This design comes from an exercise in tuning for small area, a short achievable clock period and few clock cycles per item on the open sky130 flow, not from production work. Function was checked by simulation only, so behaviour that the tests miss may differ from the original.

<file path="flow/design.v">
module blade_fmul_s1 (
    input  wire [31:0] a,
    input  wire [31:0] b,
    output wire [47:0] prod,    
    output wire [9:0]  e,       
    output wire        sy,
    output wire [1:0]  spec     
);
    wire [7:0]  ea = a[30:23];
    wire [7:0]  eb = b[30:23];
    wire        a_zero = (a[30:0] == 0);
    wire        b_zero = (b[30:0] == 0);
    wire        a_inf  = (ea == 8'hFF) && (a[22:0] == 0);
    wire        b_inf  = (eb == 8'hFF) && (b[22:0] == 0);
    wire        a_nan  = (ea == 8'hFF) && (a[22:0] != 0);
    wire        b_nan  = (eb == 8'hFF) && (b[22:0] != 0);
    wire        a_sub  = (ea == 0);
    wire        b_sub  = (eb == 0);
    assign sy = a[31] ^ b[31];
    assign spec = (a_nan || b_nan || (a_inf && b_zero) || (b_inf && a_zero)) ? 2'd1 :
                  (a_inf || b_inf)                                          ? 2'd2 :
                  (a_zero || b_zero || (a_sub && b_sub))                    ? 2'd3 : 2'd0;
    wire [31:0] n = a_sub ? a : b;
    wire [31:0] o = a_sub ? b : a;
    wire [23:0] mn = {n[30:23] != 0, n[22:0]};
    function [4:0] lzc24(input [23:0] v);
        integer i;
        reg found;
        begin
            lzc24 = 5'd0;
            found = 1'b0;
            for (i = 23; i >= 0; i = i - 1) begin
                if (!found && v[i]) begin
                    lzc24 = 5'd23 - i[4:0];
                    found = 1'b1;
                end
            end
        end
    endfunction
    wire [4:0]  lz  = lzc24(mn);
    wire [23:0] mnn = mn << lz;
    wire [9:0]  xn  = (n[30:23] == 0) ? (10'd1 - {5'd0, lz}) : {2'd0, n[30:23]};
    assign prod = mnn * {1'b1, o[22:0]};
    assign e    = xn + {2'd0, o[30:23]} - 10'd127;
endmodule
module blade_fmul_s2 (
    input  wire [47:0] prod,
    input  wire [9:0]  e,
    input  wire        sy,
    input  wire [1:0]  spec,
    output reg  [31:0] y
);
    wire        hi = prod[47];
    wire [47:0] nrm = hi ? prod : {prod[46:0], 1'b0};    
    wire [9:0]  ex  = e + {9'd0, hi};
    wire        tiny = ex[9] || (ex == 0);              
    wire [9:0]  r   = 10'd1 - ex;                        
    wire [4:0]  rs  = (r > 10'd26) ? 5'd26 : r[4:0];
    wire [51:0] wide = {nrm[47:22], 26'd0} >> rs;
    wire        st_lo = |nrm[21:0];
    reg [23:0] m;
    reg        g, st, rnd;
    reg [7:0]  ef;
    always @* begin
        if (tiny) begin
            m  = wide[51:28];
            g  = wide[27];
            st = (|wide[26:0]) | st_lo;
            ef = 8'd0;
        end else begin
            m  = nrm[47:24];
            g  = nrm[23];
            st = (|nrm[22:0]);
            ef = ex[7:0];
        end
        rnd = g & (st | m[0]);
        case (spec)
            2'd1: y = 32'h7FC00000;
            2'd2: y = {sy, 8'hFF, 23'd0};
            2'd3: y = {sy, 31'd0};
            default:
                if (!ex[9] && ex > 10'd254) y = {sy, 8'hFF, 23'd0};
                else                        y = {sy, ef, m[22:0]} + {31'd0, rnd};
        endcase
    end
endmodule
module blade_fmul (
    input  wire [31:0] a,
    input  wire [31:0] b,
    output wire [31:0] y
);
    wire [47:0] prod;
    wire [9:0]  e;
    wire        sy;
    wire [1:0]  spec;
    blade_fmul_s1 u1 (.a(a), .b(b), .prod(prod), .e(e), .sy(sy), .spec(spec));
    blade_fmul_s2 u2 (.prod(prod), .e(e), .sy(sy), .spec(spec), .y(y));
endmodule
module blade_fadd_s1 (
    input  wire [31:0] a,
    input  wire [31:0] b,
    input  wire        sub,
    output reg  [27:0] S,       
    output wire [7:0]  xp,      
    output wire        sp,      
    output wire        zs,      
    output wire        nan,
    output wire        inf,
    output wire        is       
);
    wire [31:0] bb = {b[31] ^ sub, b[30:0]};
    wire a_max = (a[30:23] == 8'hFF);
    wire b_max = (bb[30:23] == 8'hFF);
    wire a_nan = a_max && (a[22:0] != 0);
    wire b_nan = b_max && (bb[22:0] != 0);
    wire a_inf = a_max && (a[22:0] == 0);
    wire b_inf = b_max && (bb[22:0] == 0);
    assign nan = a_nan || b_nan || (a_inf && b_inf && (a[31] != bb[31]));
    assign inf = a_inf || b_inf;
    assign is  = a_inf ? a[31] : bb[31];
    assign zs  = a[31] & bb[31];
    wire        swap = bb[30:0] > a[30:0];
    wire [31:0] p = swap ? bb : a;
    wire [31:0] q = swap ? a : bb;
    wire        p_n = p[30:23] != 0;
    wire        q_n = q[30:23] != 0;
    wire [23:0] mp = {p_n, p[22:0]};
    wire [23:0] mq = {q_n, q[22:0]};
    wire [7:0]  d  = p[30:23] - q[30:23] - {7'd0, q_n ^ p_n};
    wire        eff_sub = p[31] ^ q[31];
    assign xp = p_n ? p[30:23] : 8'd1;
    assign sp = p[31];
    reg [4:0]  ds;
    reg [50:0] qw;
    reg [26:0] al, bl;
    always @* begin
        ds = (d > 8'd26) ? 5'd26 : d[4:0];
        qw = {mq, 27'd0} >> ds;
        al = {mp, 3'b000};
        bl = {qw[50:27], qw[26], qw[25], |qw[24:0]};
        S  = eff_sub ? ({1'b0, al} - {1'b0, bl}) : ({1'b0, al} + {1'b0, bl});
    end
endmodule
module blade_fadd_s2 (
    input  wire [27:0] S,
    input  wire [7:0]  xp,
    input  wire        sp,
    input  wire        zs,
    input  wire        nan,
    input  wire        inf,
    input  wire        is,
    output reg  [31:0] y
);
    function [4:0] lzc27(input [26:0] v);
        integer i;
        reg found;
        begin
            lzc27 = 5'd27;
            found = 1'b0;
            for (i = 26; i >= 0; i = i - 1) begin
                if (!found && v[i]) begin
                    lzc27 = 5'd26 - i[4:0];
                    found = 1'b1;
                end
            end
        end
    endfunction
    reg [26:0] N;
    reg [8:0]  e;
    reg [4:0]  lz, ls;
    reg [7:0]  xm1;
    reg [23:0] m;
    reg        rnd;
    reg [7:0]  ef;
    always @* begin
        lz  = lzc27(S[26:0]);
        xm1 = xp - 8'd1;
        ls  = ({3'd0, lz} < xp) ? lz : xm1[4:0];
        if (S[27]) begin
            N = S[27:1] | {26'd0, S[0]};
            e = {1'b0, xp} + 9'd1;
        end else begin
            N = S[26:0] << ls;
            e = {1'b0, xp} - {4'd0, ls};
        end
        m   = N[26:3];
        rnd = N[2] & (N[1] | N[0] | m[0]);
        ef  = m[23] ? e[7:0] : 8'd0;
        if (nan)
            y = 32'h7FC00000;
        else if (inf)
            y = {is, 8'hFF, 23'd0};
        else if (S == 0)
            y = {zs, 31'd0};
        else if (e[8] || e[7:0] == 8'hFF)
            y = {sp, 8'hFF, 23'd0};
        else
            y = {sp, ef, m[22:0]} + {31'd0, rnd};
    end
endmodule
module blade_fadd (
    input  wire [31:0] a,
    input  wire [31:0] b,
    input  wire        sub,
    output wire [31:0] y
);
    wire [27:0] S;
    wire [7:0]  xp;
    wire        sp, zs, nan, inf, is;
    blade_fadd_s1 u1 (.a(a), .b(b), .sub(sub), .S(S), .xp(xp), .sp(sp), .zs(zs),
                      .nan(nan), .inf(inf), .is(is));
    blade_fadd_s2 u2 (.S(S), .xp(xp), .sp(sp), .zs(zs), .nan(nan), .inf(inf), .is(is), .y(y));
endmodule
module blade_biquad (
    input  wire        clk,
    input  wire        rst,
    input  wire        cmd_valid,
    output wire        cmd_ready,
    input  wire        cmd_clear,
    input  wire [31:0] cmd_x0,
    input  wire [31:0] cmd_x1,
    input  wire [31:0] cmd_b0,
    input  wire [31:0] cmd_b1,
    input  wire [31:0] cmd_b2,
    input  wire [31:0] cmd_a1,
    input  wire [31:0] cmd_a2,
    output reg         rsp_valid,
    output reg  [31:0] rsp_y0,
    output reg  [31:0] rsp_y1
);
    reg [12:1] f;
    reg        gbusy;
    reg [4:0]  gc;
    reg        clr_ok;
    wire fast_cond = (cmd_b1[30:0] == 31'd0) &&
                     (cmd_b2 == {~cmd_b0[31], cmd_b0[30:0]}) &&
                     (cmd_x0[30:23] != 8'hFF) && (cmd_x1[30:23] != 8'hFF);
    wire fast_busy = |f;
    wire fast_slot = !(|f[5:1]) && !f[7] && !f[8] && !gbusy;
    wire start_f   = cmd_valid && !cmd_clear && fast_cond && fast_slot;
    wire start_g   = cmd_valid && !cmd_clear && !fast_cond && !fast_busy && !gbusy;
    wire g1  = gbusy && gc == 5'd1;
    wire g15 = gbusy && gc == 5'd15;
    assign cmd_ready = f[3] || g15 || clr_ok;
    wire clear_acc = clr_ok && cmd_valid;    
    reg [31:0] areg, breg;           
    reg [31:0] a1r, a2r;             
    reg [31:0] pm;                   
    reg [31:0] tb0, tb1;             
    reg [31:0] s1_0, s1_1, s2_0, s2_1;
    reg        zA0, zA1, zB1;        
    wire       gl1 = gbusy && gc >= 5'd9;
    wire [4:0] gs  = gl1 ? gc - 5'd9 : gc;      
    wire ld_x1 = f[3] || (gbusy && (gc == 5'd9 || gc == 5'd12 || gc == 5'd15));
    wire ld_b1 = gbusy && (gc == 5'd3 || gc == 5'd12);
    wire ld_b2 = gbusy && (gc == 5'd6 || gc == 5'd15);
    wire m_y0 = f[5] || f[6] || (gbusy && (gc == 5'd5 || gc == 5'd8));
    wire m_y1 = f[8] || f[9] || (gbusy && (gc == 5'd14 || gc == 5'd17));
    wire m_a1 = f[5] || f[8] || (gbusy && gs == 5'd5);
    wire m_a2 = f[6] || f[9] || (gbusy && gs == 5'd8);
    wire [31:0] mul_a = m_y0 ? rsp_y0 : m_y1 ? rsp_y1 : areg;
    wire [31:0] mul_b = m_a1 ? a1r : m_a2 ? a2r : breg;
    wire [47:0] m_prod;
    wire [9:0]  m_e;
    wire        m_sy;
    wire [1:0]  m_spec;
    blade_fmul_s1 u_m1 (.a(mul_a), .b(mul_b), .prod(m_prod), .e(m_e), .sy(m_sy), .spec(m_spec));
    reg  [47:0] mr_prod;
    reg  [9:0]  mr_e;
    reg         mr_sy;
    reg  [1:0]  mr_spec;
    wire [31:0] m_y;
    blade_fmul_s2 u_m2 (.prod(mr_prod), .e(mr_e), .sy(mr_sy), .spec(mr_spec), .y(m_y));
    wire a_s1_0 = f[3] || (gbusy && gc == 5'd3);
    wire a_s1_1 = f[6] || (gbusy && gc == 5'd12);
    wire a_s2_0 = f[7] || (gbusy && gc == 5'd9);
    wire a_s2_1 = f[10] || (gbusy && gc == 5'd18);
    wire a_tb0  = f[8] || (gbusy && (gc == 5'd7 || gc == 5'd10));
    wire a_tb1  = f[11] || (gbusy && (gc == 5'd16 || gc == 5'd19));
    wire b_tn   = f[7] || f[10];
    wire b_tz   = f[7] ? zA0 : zB1;
    wire b_tb0  = gbusy && gc == 5'd9;
    wire b_tb1  = gbusy && gc == 5'd18;
    wire a_sub  = f[8] || f[11] ||
                  (gbusy && (gc == 5'd7 || gc == 5'd10 || gc == 5'd16 || gc == 5'd19));
    localparam [2:0] D_NONE = 3'd0, D_Y0 = 3'd1, D_Y1 = 3'd2, D_S1_0 = 3'd3,
                     D_S1_1 = 3'd4, D_S2_0 = 3'd5, D_S2_1 = 3'd6, D_TB = 3'd7;
    reg [2:0] a_dst;
    always @* begin
        a_dst = D_NONE;
        if (f[3])  a_dst = D_Y0;
        if (f[6])  a_dst = D_Y1;
        if (f[7])  a_dst = D_S1_0;
        if (f[8])  a_dst = D_S2_0;
        if (f[10]) a_dst = D_S1_1;
        if (f[11]) a_dst = D_S2_1;
        if (gbusy) begin
            case (gc)
                5'd3:  a_dst = D_Y0;
                5'd7:  a_dst = D_TB;
                5'd9:  a_dst = D_S1_0;
                5'd10: a_dst = D_S2_0;
                5'd12: a_dst = D_Y1;
                5'd16: a_dst = D_TB;
                5'd18: a_dst = D_S1_1;
                5'd19: a_dst = D_S2_1;
                default: ;
            endcase
        end
    end
    wire        pm_zero = (pm[30:0] == 31'd0);
    wire        tn_sign = pm_zero ? (~pm[31] & b_tz) : ~pm[31];
    wire [31:0] add_a = a_s1_0 ? s1_0 : a_s1_1 ? s1_1 : a_s2_0 ? s2_0 :
                        a_s2_1 ? s2_1 : a_tb0 ? tb0 : tb1;
    wire [31:0] add_b = b_tn  ? {tn_sign, pm[30:0]} :
                        b_tb0 ? tb0 : b_tb1 ? tb1 : pm;
    wire [27:0] a_S;
    wire [7:0]  a_xp;
    wire        a_sp, a_zs, a_nan, a_inf, a_is;
    blade_fadd_s1 u_a1 (.a(add_a), .b(add_b), .sub(a_sub), .S(a_S), .xp(a_xp), .sp(a_sp),
                        .zs(a_zs), .nan(a_nan), .inf(a_inf), .is(a_is));
    reg  [27:0] ar_S;
    reg  [7:0]  ar_xp;
    reg         ar_sp, ar_zs, ar_nan, ar_inf, ar_is;
    reg  [2:0]  ar_dst;
    reg         ar_lane;             
    wire [31:0] a_y;
    blade_fadd_s2 u_a2 (.S(ar_S), .xp(ar_xp), .sp(ar_sp), .zs(ar_zs), .nan(ar_nan),
                        .inf(ar_inf), .is(ar_is), .y(a_y));
    wire tb0_pm  = f[3] || (gbusy && (gc == 5'd6 || gc == 5'd9));
    wire tb1_pm  = f[6] || (gbusy && (gc == 5'd15 || gc == 5'd18));
    wire tb_neg  = f[3] || f[6];
    always @(posedge clk) begin
        mr_prod <= m_prod;
        mr_e    <= m_e;
        mr_sy   <= m_sy;
        mr_spec <= m_spec;
        pm      <= m_y;
        ar_S    <= a_S;
        ar_xp   <= a_xp;
        ar_sp   <= a_sp;
        ar_zs   <= a_zs;
        ar_nan  <= a_nan;
        ar_inf  <= a_inf;
        ar_is   <= a_is;
        ar_lane <= gl1;
        areg <= ld_x1 ? cmd_x1 : cmd_x0;
        breg <= ld_b1 ? cmd_b1 : ld_b2 ? cmd_b2 : cmd_b0;
        if (f[3] || g1) begin
            a1r <= cmd_a1;
            a2r <= cmd_a2;
        end
        if (f[3]) begin
            zA0 <= cmd_b1[31] ^ cmd_x0[31];
            zA1 <= cmd_b1[31] ^ cmd_x1[31];
        end
        if (f[9])
            zB1 <= zA1;
        if (tb0_pm)
            tb0 <= {pm[31] ^ tb_neg, pm[30:0]};
        else if (ar_dst == D_TB && !ar_lane)
            tb0 <= a_y;
        if (tb1_pm)
            tb1 <= {pm[31] ^ tb_neg, pm[30:0]};
        else if (ar_dst == D_TB && ar_lane)
            tb1 <= a_y;
        if (ar_dst == D_Y0) rsp_y0 <= a_y;
        if (ar_dst == D_Y1) rsp_y1 <= a_y;
        if (rst) begin
            f         <= 12'd0;
            gbusy     <= 1'b0;
            gc        <= 5'd0;
            clr_ok    <= 1'b0;
            rsp_valid <= 1'b0;
            ar_dst    <= D_NONE;
            s1_0      <= 32'd0;
            s1_1      <= 32'd0;
            s2_0      <= 32'd0;
            s2_1      <= 32'd0;
        end else begin
            f      <= {f[11:1], start_f};
            ar_dst <= a_dst;
            if (start_g) begin
                gbusy <= 1'b1;
                gc    <= 5'd1;
            end else if (gbusy) begin
                if (gc == 5'd20) gbusy <= 1'b0;
                gc <= gc + 5'd1;
            end
            clr_ok <= cmd_valid && cmd_clear && !clear_acc && !gbusy && !start_g &&
                      !(|f[11:1]) && !start_f;
            rsp_valid <= f[7] || g15;
            if (clear_acc) begin
                s1_0 <= 32'd0;
                s1_1 <= 32'd0;
                s2_0 <= 32'd0;
                s2_1 <= 32'd0;
            end else begin
                if (ar_dst == D_S1_0) s1_0 <= a_y;
                if (ar_dst == D_S1_1) s1_1 <= a_y;
                if (ar_dst == D_S2_0) s2_0 <= a_y;
                if (ar_dst == D_S2_1) s2_1 <= a_y;
            end
        end
    end
endmodule
</file>
<file path="flow/run.sh">
#!/bin/bash
# synth_recipe.tcl (not shown) runs the flow's synth.tcl, then flattens the netlist and writes it again
# the make line also repeats each setting of config.mk as NAME=value (left out here)
make -C /OpenROAD-flow-scripts/flow DESIGN_CONFIG=/design/flow/config.mk WORK_HOME=/design/flow/orfs CLKGATE_MAP_FILE= SYNTH_SCRIPT=/design/flow/synth_recipe.tcl finish
</file>
<file path="flow/config.mk">
export PLATFORM = sky130hd
export DESIGN_NAME = blade_biquad
export DESIGN_NICKNAME = blade_biquad
export VERILOG_FILES = /design/flow/design.v
export SDC_FILE = /design/flow/constraint.sdc
export NUM_CORES = 4
export LEC_CHECK = 0
export CAP_MARGIN = 20
export CORE_MARGIN = 2
export CORE_UTILIZATION = 40
export PLACE_DENSITY = 0.6
export SLEW_MARGIN = 20
</file>
<file path="flow/constraint.sdc">
create_clock -name core_clock -period 24.0 [get_ports {clk}]
set_input_delay 4.8000 -clock core_clock [delete_from_list [all_inputs] [get_ports {clk}]]
set_output_delay 4.8000 -clock core_clock [all_outputs]
set_load 0.01 [all_outputs]
</file>
==> flow_summary.ini <==
[timing]
finalMaxSlewViolations = 0
worst_pin_slew_ns = 1.21
worst_hold_slack_ns = 0.428
slew-limit-headroom_pct = 18.7
grt_setup_unrepaired = false
fin_tns_setup_ns = 0
setup_ws_ns = 8.06
fin_crit_ns = 15.94
setup_viol = 0
fin_skew_ns = 0.0301
hold_viol_final = 0
post-route-period-util_pct = 66.4
fmax_mhz = 62.7

[synth]
synth_area_per_cell_um2 = 8.31
yosysTopAreaCellShare_pct = 17.4
synth-main-ff-cell = dfxtp_1
synthDistinctLibCells = 114
synth_edf_count = 195
yosys-top-cells-area = fa_1 17%, dfxtp_1 12%, edfxtp_1 10%, ha_1 6.9%, nand2_1 6.3%
synth_most_common_cell = nand2_1
netlist_instances = 6750
yosysTopAreaCell = fa_1
ys_seq_area_share_pct = 22.9
ys_seq_elements = 545
yosysWarnings = 5
synth_area_um2 = 56100
synth_commonest_cells = 949 x nand2_1, 726 x inv_1, 684 x nor2_1
synthArstFlopShare_pct = 0
syn_nets = 7774

[global_route]
antenna_found_initial = 8
overflow = 0
grt_pass1_vias = 50934
grt_pass1_wl_um = 328000
grt_max_degree = 75
track_usage_pct = 30.5

[critical_path]
cpPeakStageDelay_ns = 0.86
cpMostUsedCell = a21oi_1
cp.buffers_inverters = 6
ff2ff_path_depth = 56
cp_slowest_cell = dfxtp_1
critPathKind = flop to flop
endpoint_kind = flop
crit_required_ns = 24.57
cpLargestDelayFamily = compound AO/OA/AOI/OAI gates
crit_arrival_ns = 16.51
cp_max_fo = 65
start_kind = flop
crit-reg2reg-launch = gc[3]
regToRegEndpoint = ar_S[27]
rrSetupSlack_ns = 8.06

[clock_network]
clk_path_buf_depth = 3
cts-root-buf = clkbuf_16
cts_resized = 0
clock_sinks = 545
clkTransAtPathRegs_ns = 0.06
insertion_delay_ns = 0.65
tritoncts = done
h-tree-depth = 3
cts-buffers-inserted = 67
cts_setup_buffers = 0
hold_buffers = 0

[floorplan]
ios = 294
die_area_um2 = 143000
rows = 137
start_util_pct = 40.3
die_h_um = 379
die_w_um = 379
core_um2 = 139000

[placed_design]
post-place-ws_ns = 8.15
dp_hpwl_um = 174000
io_buffers = 293
gp_congestion = 0.991

[routing]
drtIter0Drc = 4575
ant_nets = 0
via_per_inst = 5.80
drt_first_pass_iters = 8
via_count = 51189
wirelength_um = 220000
wl_per_cell_um = 25.0
drc = 0

[worst_hold_path]
min_to = zB1
hold_path_depth = 0
hp-class = flop to flop
hp-start = zA1

[status]
status = timing/DRC/antenna clean

[cells_and_area]
drive_above_1_share_pct = 6.83
nets = 7909
syn_to_final_growth_pct = 13.3

[flow_run]
maxCapViolations = 0
layout by cell type (no fill, tap or decap), types with 55 or more instances in the layout:
cell type,instances
xor2_1,65
nor2_1,681
fa_1,487
clkbuf_16,68
edfxtp_1,195
a21oi_1,386
nor3_1,82
buf_4,144
o21ai_0,303
o211ai_1,55
dfxtp_1,349
nor4_1,66
mux2_2,85
nand3_1,125
a211oi_1,59
mux2i_1,330
xnor2_1,124
nand2_1,948
and2_1,61
inv_1,726
ha_1,309
clkdlybuf4s50_1,293
cells by family (layout without fill, tap and decap cells):
family	after synthesis	in the layout	share of synthesized area (%)
flops	545	545	22.9
buf+inv	1109	1297	7.58
simple gates	2299	2299	18.3
fa+ha+maj	796	796	24.3
compound gates	1379	1379	15.9
xor+xnor	193	193	3.04
mux	429	429	7.96
other cells	0	8	0
worst max-delay path by stage:
stage | from | end | slack [ns] | cells after the start
floorplan | gc[1] | mr_prod[47] | 11.93 | 54
global placement | gc[3] | ar_S[27] | 8.12 | 58
detailed placement | gc[0] | ar_S[27] | 8.15 | 61
CTS | gc[0] | ar_S[27] | 8.08 | 61
global route | gc[3] | ar_S[27] | 6.90 | 56
finish | gc[3] | ar_S[27] | 8.06 | 56
registers in the layout (all words and copies together), names as in the netlist, 12 cells and up:
signal / flops
mr_prod: 48
a1r: 32
a2r: 32
areg: 32
breg: 32
pm: 32
rsp_y0: 32
rsp_y1: 32
s1_0: 32
s1_1: 32
s2_0: 32
s2_1: 32
tb0: 32
tb1: 32
ar_S: 28
f: 12
through the flow:
step / util, % / std cells / instance area, um^2
after global routing: 45.6 / 8814 / 63600
after CTS: 45.6 / 8814 / 63600
after detailed placement: 44.0 / 8692 / 61300
after floorplan: - / 6750 / 56100
after global placement: 43.9 / 8688 / 61200
final: 45.6 / 8822 / 63600
cell type report:
class,count,area (um^2)
diodes,8,20.0
clock buffers,86,1860
clock inverters,36,437
fillers,13795,75800
inverters,736,2760
multi-input cells,5096,39300
flip-flops and latches,545,12900
well taps,1876,2350
repair buffers,439,4020
routing by layer:
layer	track usage, %	share of wire (%)	up-vias
li1	-	-	23293
met1	37.3	39	25082
met2	52.1	48	2290
met3	4.56	6.9	518
met4	15.0	5.6	6
met5	0	0.017	-
Testbench counts, summed over its fixed seeds: cycles 28,824, items 4,800.

==> what the ideal ports hide <==
The results above use ideal ports. As a check the final layout listed here was re-extracted and re-timed, cells and wires unchanged. Step 1: set_driving_cell puts a clkbuf_16 on clk and a buf_2 on each other input, an assumption about the parent block. Step 2 moves the port delays by t, midway between the first and last clock arrival at a register: inputs arrive t later, outputs are due t later. That takes back most of the time a late clock gives input paths. Three values: ideal, step 1, step 2; two values: the first two.
shift t [ns]: 0.715
setup WS [ns]: 8.057 / 8.057 / 8.057
slew at the worst register clock pin (ns): 0.07 / 0.07
After both steps this run still meets setup and hold. The setup slack of this run moves by 0.000 ns with the drivers and by 0.000 ns with both steps.
